Source: an optimization exercise on an open RTL-to-GDS flow (aim: small area, a short achievable clock period and few clock cycles). Production flows keep margins and buffers that such runs may drop.
In this exercise RTL edits were held to simulation tests only and were not proved equivalent to the original.
Power is estimated from default activity; no workload was simulated.

==> flow/design.v <==
module dot_core (
    input  wire        clk,
    input  wire        rst,           
    input  wire        op_valid,
    output wire        op_ready,
    input  wire [4:0]  op,
    input  wire [7:0]  arg_x,         
    input  wire [7:0]  arg_y,         
    input  wire        arg_state,
    input  wire [7:0]  arg_width,
    input  wire [7:0]  arg_height,
    input  wire [7:0]  arg_rows,      
    input  wire [7:0]  arg_addr,
    input  wire [7:0]  arg_data,
    input  wire [15:0] arg_level,     
    input  wire [7:0]  arg_button,
    input  wire [15:0] arg_fps,
    output reg         done,
    output reg         refused,
    output wire [31:0] result,
    output wire [7:0]  spr_addr,
    input  wire [7:0]  spr_data,
    input  wire        in_left,
    input  wire        in_right,
    input  wire [31:0] now_ms,
    output reg         din,
    output reg         sclk,
    output reg         cs_n
);
    localparam [4:0] OP_CLEAR      = 5'h01;
    localparam [4:0] OP_FILL       = 5'h02;
    localparam [4:0] OP_SETPIXEL   = 5'h03;
    localparam [4:0] OP_GETPIXEL   = 5'h04;
    localparam [4:0] OP_DRAWSPRITE = 5'h05;
    localparam [4:0] OP_SENDCMD    = 5'h09;
    localparam [4:0] OP_BEGIN      = 5'h0A;
    localparam [4:0] OP_SHOW       = 5'h0B;
    localparam [4:0] OP_SETBRIGHT  = 5'h0C;
    localparam [4:0] OP_UPDATE     = 5'h10;
    localparam [4:0] OP_PRESSED    = 5'h11;
    localparam [4:0] OP_RELEASED   = 5'h12;
    localparam [4:0] OP_HELD       = 5'h13;
    localparam [4:0] OP_CHORD      = 5'h14;
    localparam [4:0] OP_HOLDTIME   = 5'h15;
    localparam [4:0] OP_WAITFRAME  = 5'h18;
    localparam [4:0] OP_FRAMECOUNT = 5'h19;
    localparam [7:0] INTENSITY_DEFAULT = 8'h08;
    reg rdy;
    assign op_ready = rdy;
    wire acc = op_valid & rdy;
    reg [7:0]  fb [0:7];
    reg        curr_left, curr_right, last_left, last_right, chord_latch;
    reg [15:0] left_hold_g, right_hold_g;
    reg [15:0] last_sample_ts;
    reg [31:0] last_frame_ts;
    reg [31:0] frame_counter;
    reg [4:0]  op_q;
    reg        state_q;
    reg [7:0]  a_q, b_q;
    reg [3:0]  width_q;       
    reg [7:0]  height_q;
    reg        spr_bad_q;     
    reg        res_hi_q;      
    wire signed [15:0] level_s = arg_level;
    wire [7:0] bright = (level_s < 0)  ? 8'h00 :
                        (level_s > 15) ? 8'h0F : {4'h0, arg_level[3:0]};
    always @(posedge clk) begin
        if (rdy) begin
            op_q      <= op;
            state_q   <= arg_state;
            a_q       <= op[3] ? (op[4] ? arg_fps[7:0]  : arg_addr) : arg_x;
            b_q       <= op[3] ? (op[4] ? arg_fps[15:8] : (op[2] ? bright : arg_data)) : arg_y;
            width_q   <= arg_width[3:0];
            height_q  <= arg_height;
            spr_bad_q <= (arg_width > 8'd8) || (arg_rows < arg_height);
            res_hi_q  <= (op == OP_FRAMECOUNT);
        end
    end
    reg one_cycle;       
    reg bad_op;
    always @(*) begin
        one_cycle = 1'b0;
        bad_op    = 1'b0;
        case (op)
            OP_CLEAR, OP_FILL, OP_SETPIXEL, OP_UPDATE,
            OP_PRESSED, OP_RELEASED, OP_HELD, OP_CHORD, OP_HOLDTIME,
            OP_FRAMECOUNT: one_cycle = 1'b1;
            OP_GETPIXEL, OP_DRAWSPRITE, OP_SENDCMD, OP_BEGIN, OP_SHOW,
            OP_SETBRIGHT, OP_WAITFRAME: one_cycle = 1'b0;
            default: begin one_cycle = 1'b1; bad_op = 1'b1; end
        endcase
    end
    wire chord_now  = curr_left && curr_right;
    wire chord_last = last_left && last_right;
    wire btn_l = (arg_button == 8'd0);
    wire btn_r = (arg_button == 8'd1);
    wire btn_c = (arg_button == 8'd2);
    wire [15:0] hold_ms = last_sample_ts - (arg_button[0] ? right_hold_g : left_hold_g);
    reg [15:0] q_result;
    always @(*) begin
        q_result = 16'h0;
        case (op)
            OP_PRESSED:  q_result[0] = (btn_l & curr_left & !last_left & !curr_right) |
                                       (btn_r & curr_right & !last_right & !curr_left) |
                                       (btn_c & chord_now & !chord_last);
            OP_RELEASED: q_result[0] = (btn_l & last_left & !curr_left & !chord_latch) |
                                       (btn_r & last_right & !curr_right & !chord_latch) |
                                       (btn_c & chord_last & !chord_now);
            OP_HELD:     q_result[0] = (btn_l & curr_left & !curr_right) |
                                       (btn_r & curr_right & !curr_left) |
                                       (btn_c & chord_now);
            OP_CHORD:    q_result[0] = chord_now;
            OP_HOLDTIME: q_result = {16{btn_l | btn_r}} & hold_ms;
            OP_FRAMECOUNT: q_result = frame_counter[15:0];
            default: ;
        endcase
    end
    reg [15:0] res_lo;
    assign result = {frame_counter[31:16] & {16{res_hi_q}}, res_lo};
    reg pend;            
    always @(posedge clk) begin
        if (rst) pend <= 1'b0;
        else     pend <= acc;
    end
    wire pend_clear = pend && (op_q == OP_CLEAR || op_q == OP_FILL || op_q == OP_BEGIN);
    wire pend_set   = pend && (op_q == OP_SETPIXEL);
    wire pend_get   = pend && (op_q == OP_GETPIXEL);
    wire pend_cmd   = pend && (op_q == OP_SENDCMD || op_q == OP_SETBRIGHT ||
                               op_q == OP_SHOW || op_q == OP_BEGIN);
    wire pend_wf    = pend && (op_q == OP_WAITFRAME);
    wire in_range = (a_q[7:3] == 5'd0) && (b_q[7:3] == 5'd0);
    wire fill_val = (op_q == OP_FILL) ? state_q : 1'b0;
    reg        tx_act;
    reg [1:0]  tx_part;       
    reg [1:0]  tx_phase;      
    reg [3:0]  tx_bit;
    reg [3:0]  seq_idx;
    wire [3:0] seq_last = (op_q == OP_BEGIN) ? 4'd12 : (op_q == OP_SHOW) ? 4'd7 : 4'd0;
    wire [2:0] rd_row = tx_act ? seq_idx[2:0] : b_q[2:0];
    wire [7:0] fb_row = fb[rd_row];
    wire [2:0] begin_row = seq_idx[2:0] - 3'd5;
    reg [15:0] cmd_word;
    always @(*) begin
        case (op_q)
            OP_SENDCMD:   cmd_word = {a_q, b_q};
            OP_SETBRIGHT: cmd_word = {8'h0A, b_q};
            OP_SHOW:      cmd_word = {4'h0, {1'b0, seq_idx[2:0]} + 4'd1, fb_row};
            default: begin
                case (seq_idx)
                    4'd0: cmd_word = 16'h0F00;
                    4'd1: cmd_word = 16'h0900;
                    4'd2: cmd_word = 16'h0B07;
                    4'd3: cmd_word = {8'h0A, INTENSITY_DEFAULT};
                    4'd4: cmd_word = 16'h0C01;
                    default: cmd_word = {4'h0, {1'b0, begin_row} + 4'd1, 8'h00};
                endcase
            end
        endcase
    end
    wire tx_bit_val = cmd_word[~tx_bit];
    reg        spr_act;
    reg [7:0]  sy;
    assign spr_addr = sy;
    wire signed [9:0] ys10 = {{2{b_q[7]}}, b_q};
    wire signed [9:0] xs10 = {{2{a_q[7]}}, a_q};
    wire signed [9:0] h10  = {2'b00, height_q};
    wire signed [9:0] w10  = {6'b0, width_q};
    wire spr_empty = (height_q == 8'd0) || (width_q == 4'd0) ||
                     (ys10 >= 10'sd8) || (ys10 + h10 <= 10'sd0) ||
                     (xs10 >= 10'sd8) || (xs10 + w10 <= 10'sd0);
    wire signed [9:0] last_a = h10 - 10'sd1;
    wire signed [9:0] last_b = 10'sd7 - ys10;
    wire signed [9:0] spr_last = (last_a < last_b) ? last_a : last_b;
    wire signed [9:0] sy10 = {2'b00, sy};
    wire signed [9:0] row_pos = ys10 + sy10;
    wire spr_skip = spr_bad_q || spr_empty;
    wire spr_wr   = spr_act && !spr_skip && (row_pos >= 10'sd0);
    wire spr_end  = spr_skip || (sy10 == spr_last);
    wire spr_pre  = (sy10 + 10'sd1 == spr_last);    
    wire [7:0] width_mask = width_q[3] ? 8'hFF : ((8'h01 << width_q[2:0]) - 8'h01);
    wire [7:0] spr_bits = spr_data & width_mask;
    wire [2:0] neg_x = 3'd0 - a_q[2:0];
    wire [7:0] spr_shifted = a_q[7] ? (spr_bits >> neg_x) : (spr_bits << a_q[2:0]);
    reg        wf_div;        
    reg        wf_wait;       
    reg [3:0]  div_n;         
    reg [10:0] div_r;         
    reg [9:0]  div_q;         
    wire [15:0] fps_full = {b_q, a_q};
    wire [9:0]  fps_lo   = fps_full[9:0];
    wire        fps_zero = (fps_full == 16'd0);
    wire        fps_big  = (fps_full > 16'd1000);
    wire [10:0] dr_in = wf_div ? div_r : 11'd0;
    wire [9:0]  dq_in = wf_div ? div_q : 10'd1000;
    wire [10:0] d_t   = {dr_in[9:0], dq_in[9]};
    wire        d_ge  = (d_t >= {1'b0, fps_lo});
    wire [10:0] d_r   = d_ge ? d_t - {1'b0, fps_lo} : d_t;
    wire [9:0]  d_q   = {dq_in[8:0], d_ge};
    wire [32:0] thr_sum = {1'b0, last_frame_ts} + {23'h0, div_q};
    wire        thr_wrap = thr_sum[32];
    wire        ge_thr  = (now_ms >= thr_sum[31:0]);
    wire        ge_last = (now_ms >= last_frame_ts);
    wire        frame_due = thr_wrap ? (ge_thr & !ge_last) : (ge_thr | !ge_last);
    integer i, j;
    always @(posedge clk) begin
        if (rst) begin
            rdy            <= 1'b1;
            done           <= 1'b0;
            refused        <= 1'b0;
            res_lo         <= 16'h0;
            curr_left      <= 1'b0;
            curr_right     <= 1'b0;
            last_left      <= 1'b0;
            last_right     <= 1'b0;
            chord_latch    <= 1'b0;
            left_hold_g    <= 16'h0;
            right_hold_g   <= 16'h0;
            last_sample_ts <= 16'h0;
            last_frame_ts  <= 32'h0;
            frame_counter  <= 32'h0;
            spr_act        <= 1'b0;
            sy             <= 8'h0;
            tx_act         <= 1'b0;
            tx_part        <= 2'd0;
            tx_phase       <= 2'd0;
            tx_bit         <= 4'd0;
            seq_idx        <= 4'd0;
            wf_div         <= 1'b0;
            wf_wait        <= 1'b0;
            din            <= 1'b0;
            sclk           <= 1'b1;
            cs_n           <= 1'b1;
        end else begin
            done <= 1'b0;
            if (pend_clear) begin
                for (i = 0; i < 8; i = i + 1) fb[i] <= {8{fill_val}};
            end
            if (pend_set && in_range) fb[b_q[2:0]][a_q[2:0]] <= state_q;
            if (spr_wr) fb[row_pos[2:0]] <= fb[row_pos[2:0]] | spr_shifted;
            if (pend_get) begin
                done    <= 1'b1;
                refused <= 1'b0;
                res_lo  <= {15'h0, in_range & fb_row[a_q[2:0]]};
                rdy     <= 1'b1;
            end
            if (spr_act) begin
                if (spr_end) begin
                    spr_act <= 1'b0;
                    sy      <= 8'h0;
                    if (spr_skip || sy == 8'd0) begin
                        done    <= 1'b1;
                        refused <= spr_bad_q;
                        rdy     <= 1'b1;
                    end
                end else begin
                    sy <= sy + 8'd1;
                    if (spr_pre) begin
                        done    <= 1'b1;
                        refused <= 1'b0;
                        rdy     <= 1'b1;
                    end
                end
            end
            if (acc) begin
                rdy     <= one_cycle;
                done    <= one_cycle;
                refused <= bad_op;
                res_lo  <= q_result;
                if (op == OP_UPDATE) begin
                    last_left      <= curr_left;
                    last_right     <= curr_right;
                    curr_left      <= in_left;
                    curr_right     <= in_right;
                    last_sample_ts <= now_ms[15:0];
                    if (!in_left)  left_hold_g  <= now_ms[15:0];
                    if (!in_right) right_hold_g <= now_ms[15:0];
                    if (in_left && in_right)        chord_latch <= 1'b1;
                    else if (!in_left && !in_right) chord_latch <= 1'b0;
                end
                if (op == OP_BEGIN) begin
                    curr_left  <= in_left;
                    curr_right <= in_right;
                    last_left  <= in_left;
                    last_right <= in_right;
                    if (in_left && in_right)        chord_latch <= 1'b1;
                    else if (!in_left && !in_right) chord_latch <= 1'b0;
                end
                if (op == OP_DRAWSPRITE) spr_act <= 1'b1;
            end
            if (pend_cmd) begin
                cs_n     <= 1'b0;
                tx_act   <= 1'b1;
                tx_part  <= 2'd0;
                tx_phase <= 2'd0;
                tx_bit   <= 4'd0;
                seq_idx  <= 4'd0;
            end else if (tx_act) begin
                if (tx_part == 2'd0) begin
                    case (tx_phase)
                        2'd0: begin
                            sclk     <= 1'b0;
                            tx_phase <= 2'd1;
                        end
                        2'd1: begin
                            din      <= tx_bit_val;
                            tx_phase <= 2'd2;
                        end
                        default: begin
                            sclk     <= 1'b1;
                            tx_phase <= 2'd0;
                            tx_bit   <= tx_bit + 4'd1;
                            if (tx_bit == 4'd15) tx_part <= 2'd1;
                        end
                    endcase
                end else if (tx_part == 2'd1) begin
                    cs_n <= 1'b1;
                    if (seq_idx == seq_last) begin
                        tx_act  <= 1'b0;
                        done    <= 1'b1;
                        refused <= 1'b0;
                        rdy     <= 1'b1;
                    end else begin
                        tx_part <= 2'd2;
                        seq_idx <= seq_idx + 4'd1;
                    end
                end else begin
                    cs_n    <= 1'b0;
                    tx_part <= 2'd0;
                end
            end
            if (pend_wf) begin
                if (fps_zero) begin
                    done    <= 1'b1;
                    refused <= 1'b1;
                    rdy     <= 1'b1;
                end else if (fps_big) begin
                    div_q   <= 10'd0;
                    wf_wait <= 1'b1;
                end else begin
                    div_r  <= d_r;
                    div_q  <= d_q;
                    div_n  <= 4'd1;
                    wf_div <= 1'b1;
                end
            end
            if (wf_div) begin
                div_r <= d_r;
                div_q <= d_q;
                div_n <= div_n + 4'd1;
                if (div_n == 4'd9) begin
                    wf_div  <= 1'b0;
                    wf_wait <= 1'b1;
                end
            end
            if (wf_wait && frame_due) begin
                wf_wait       <= 1'b0;
                last_frame_ts <= now_ms;
                frame_counter <= frame_counter + 32'd1;
                done          <= 1'b1;
                refused       <= 1'b0;
                rdy           <= 1'b1;
            end
        end
    end
endmodule
==> flow/run.sh <==
#!/bin/bash
# synth_recipe.tcl (not shown) runs the flow's synth.tcl, then flattens the netlist and writes it again
# the make line also repeats each setting of config.mk as NAME=value (left out here)
make -C /OpenROAD-flow-scripts/flow DESIGN_CONFIG=/design/flow/config.mk WORK_HOME=/design/flow/orfs CLKGATE_MAP_FILE= SYNTH_SCRIPT=/design/flow/synth_recipe.tcl finish
==> flow/config.mk <==
export PLATFORM = sky130hd
export DESIGN_NAME = dot_core
export DESIGN_NICKNAME = dot_core
export VERILOG_FILES = /design/flow/design.v
export SDC_FILE = /design/flow/constraint.sdc
export NUM_CORES = 4
export LEC_CHECK = 0
export CAP_MARGIN = 20
export CORE_MARGIN = 2
export CORE_UTILIZATION = 40
export SLEW_MARGIN = 20
==> flow/constraint.sdc <==
create_clock -name core_clock -period 30.0 [get_ports {clk}]
set_input_delay 6.0000 -clock core_clock [delete_from_list [all_inputs] [get_ports {clk}]]
set_output_delay 6.0000 -clock core_clock [all_outputs]
set_load 0.01 [all_outputs]
==> summary.txt <==
==> cell families after synthesis <==
family	share of synthesized area, %
flip-flops	32.5
AND/OR/NAND/NOR	19.8
buffers and inverters	5.31
AO/OA/AOI/OAI	18.9
XOR/XNOR	4.43
multiplexers	9.30
adder cells (fa/ha/maj)	9.73
==> cell type report <==
type	instances	area (sq um)	share of cell area, %
clock buffers	43	1000	3.96
inverters	110	413	1.64
flip-flops and latches	288	7010	27.8
well taps	696	871	3.45
clock inverters	23	254	1.01
multi-input cells	1959	13500	53.5
repair buffers	229	2190	8.69
==> flip-flops by register name (all words and copies together) (netlist names), 4 cells and up <==
| name | cells |
|---|---|
| seq_idx | 4 |
| left_hold_g | 16 |
| div_n | 4 |
| fb | 64 |
| height_q | 8 |
| frame_counter | 32 |
| res_lo | 16 |
| last_sample_ts | 16 |
| width_q | 4 |
| b_q | 8 |
| last_frame_ts | 32 |
| div_r | 10 |
| right_hold_g | 16 |
| sy | 8 |
| div_q | 10 |
| a_q | 8 |
| tx_bit | 4 |
| op_q | 5 |
==> through the flow <==
stage          cells  utilization (%)  worst slack [ns]
2_1_floorplan   2513                -             20.76
3_3_place_gp    3280             44.7             19.47
3_5_place_dp    3282             44.8             19.33
4_1_cts         3348             47.1             19.93
5_1_grt         3348             47.1             19.59
6_report        3348             47.1             19.87
==> critical path: stages <==
cell and delay (ns):
clkdlybuf4s50_1 0.59, ha_1 0.40, a2111o_1 0.37, a221o_1 0.26, a31oi_1 0.15, o211ai_1 0.15
a211oi_1 0.46, o21ai_4 0.28, o2bb2ai_4 0.59, buf_4 0.47, nand3_1 0.30, or3_1 0.44
a21oi_1 0.14
==> power by group <==
part / internal, mW / switching, mW
sequential: 0.417 / 0.0146
combinational: 0.0960 / 0.154
clock: 0.276 / 0.188
==> layer usage <==
metal / vias to the layer above / GRT usage, %
li1: 9459 / -
met1: 9719 / 32.3
met2: 921 / 42.0
met3: 185 / 3.73
met4: 8 / 10.4
met5: - / 0
==> path summary, 6_finish.rpt <==
| kind | slack [ns] | startpoint | cells past startpoint | end |
|---|---|---|---|---|
| max | 19.87 | now_ms[9] | 13 | frame_counter[12] |
| min | 0.45 | left_hold_g[3] | 2 | left_hold_g[3] |
| max reg2reg | 23.94 | div_q[0] | 22 | frame_counter[12] |
| min reg2reg | 0.45 | left_hold_g[3] | 2 | left_hold_g[3] |
==> layout by cell type, fill, tap and decap left out, types with 13 or more instances in the layout <==
master and count:
a211oi_1 26, a21o_1 35, a21oi_1 233, a221oi_1 26
a22oi_1 28, a31oi_1 19, and2_1 42, and3_1 15
buf_4 38, clkbuf_16 38, clkdlybuf4s50_1 190, dfxtp_1 163
edfxtp_1 124, ha_1 158, inv_1 106, mux2_2 19
mux2i_1 122, mux4_2 17, nand2_1 274, nand2b_1 30
nand3_1 89, nand4_1 31, nor2_1 204, nor2b_1 25
nor3_1 58, nor4_1 14, o211ai_1 26, o21a_1 13
o21ai_0 105, o311ai_0 35, or3_1 29, or4_1 13
xnor2_1 61, xor2_1 48
==> summary.md <==
| Metric | Value |
|---|---|
| Status | complete, no violations |
| Antenna-violating nets left | 0 |
| Met1 Routed Length | 29800 um |
| GP Congestion | 0.925 |
| Initial core utilization | 40.3% |
| Residual DRC | 0 |
| Leakage | 9.66 nW |
| Critical path endpoint category | flip-flop |
| Core area | 0.0535 sq mm |
| Minimum clock period | 10.13 ns |
| I/O pin count | 193 |
| CTS tree | yes |
| Maxcap violations | 0 |
| Tcrit/Tclk final | 33.8% |
| Total congestion overflow | 0 |
| Layout cells sized above 1 | 6.60% |
| Worst Tran Pin Value | 1.22 ns |
| RSZ-0062 raised after global routing | no |
| Number of global-route vias before repair | 19800 |
| Syn Nets | 2824 |
| Worst path arrival time | 10.62 ns |
| Clock latency on the worst-skew pair | 0.58 ns |
| Clk sinks | 288 |
| Setup CP Type | in -> reg |
| Worst Skew | 0.0206 ns |
| Clock transition at path regs | 0.06 ns |
| Post-synth EDFFs | 124 |
| Yosys Warn Count | 1 |
| Longest Clk Path Bufs | 3 |
| Avg Vias per Cell | 6.06 |
| Max layer used | met5 |
| Die area | 0.0557 sq mm |
| Fillers | 5128 |
| Largest net degree at the start of global routing | 85 |
| Leading cell type by number of instances after synthesis | nand2_1 |
| Met3 wire length | 5310 um |
| Final Hold Fails | 0 |
| Max Slew Vio Count | 0 |
| Setup Total Neg Slack | 0 ns |
| Row cnt | 85 |
| DR WL/cell | 21.3 um |
| Die height | 236 um |
| Post-synth ARST share | 0% |
| Initial drt markers | 2243 |
| Hold Crit Class | reg -> reg |
| Area contributors post-synth | edfxtp_1 17%, dfxtp_1 15%, ha_1 9.2% |
| Synth top area share | 17.3% |
| CP Max Fanout | 28 |
| Maximum vdd ir drop | 0.0406 mV |
| Post-Syn Area | 0.0215 sq mm |
| Nature of the critical path startpoint | input port |
| H-tree depth | 2 |
| Post-DP HPWL | 51100 um |
| Synth cell types | 79 |
| Via count | 20300 |
| Worst path required time | 30.49 ns |
| Clk root buf | clkbuf_16 |
| Routed wl met2 | 33400 um |
| Synth area leader | edfxtp_1 |
| Syn_area_per_cell | 8.57 sq um |
| Fmax achieved | 0.0987 GHz |
| Port Buffers | 192 |
| Net count reported at finish | 2935 |
| Power density cells | 45.4 mW/mm^2 |
| Synth top cells by count | 274 x nand2_1, 233 x a21oi_1, 204 x nor2_1 |
| Antenna cell count | 0 |
| Initial antenna violation count | 5 |
| WHS | 0.454 ns |
| Sequential area share after synthesis | 32.5% |
| Die X-Extent | 236 um |
| Post-cts resize count | 0 |
| Hold_buf cts | 0 |
| Global-route wire length before repair | 111000 um |
| Post-route cell area | 0.0252 sq mm |
| Tot Pwr | 1.15 mW |
| Area post-placement | 0.0239 sq mm |
| Seq cells post-synth | 288 |
| Num CTS Buffers | 36 |
| Drt first pass iters | 6 |
| Rel. slew slack | 18.3% |
| Gr usage total | 25.1% |
| Setup Buffers After CTS | 0 |
| Mapped Cells | 2513 |
| WL final | 71200 um |
| Ys flop type | dfxtp_1 |
| Syn-to-layout area delta | 17.0% |
| Setup violations, final | 0 |
Testbench counts, summed over its fixed seeds: cycles 110,128.

==> port drivers added, routing unchanged <==
The flow's constraints put no driver on any port. The routed layout listed below was extracted and timed again, unchanged, in two steps.
Step 1, drivers: a clkbuf_16 drives clk and a buf_2 each remaining input, both assumed.
Step 2 moves the port delays by t, midway between the first and last clock arrival at a register: inputs arrive t later, outputs are due t later. That takes back most of the time a late clock gives input paths.
Slacks: ideal ports / drivers / drivers and shift; pairs: ideal ports / drivers.
shift t [ns]: 0.625
setup slack, ns: 19.872 / 19.898 / 19.274
hold WS [ns]: 0.454 / 0.454 / 0.454
latest minus earliest clock arrival (ns): 0.020 / 0.021
worst data-port slew with drivers (ns): 0.09
After both steps this run still meets setup and hold. For this run, drivers alone change the setup slack by +0.026 ns; drivers and shift together by -0.598 ns.
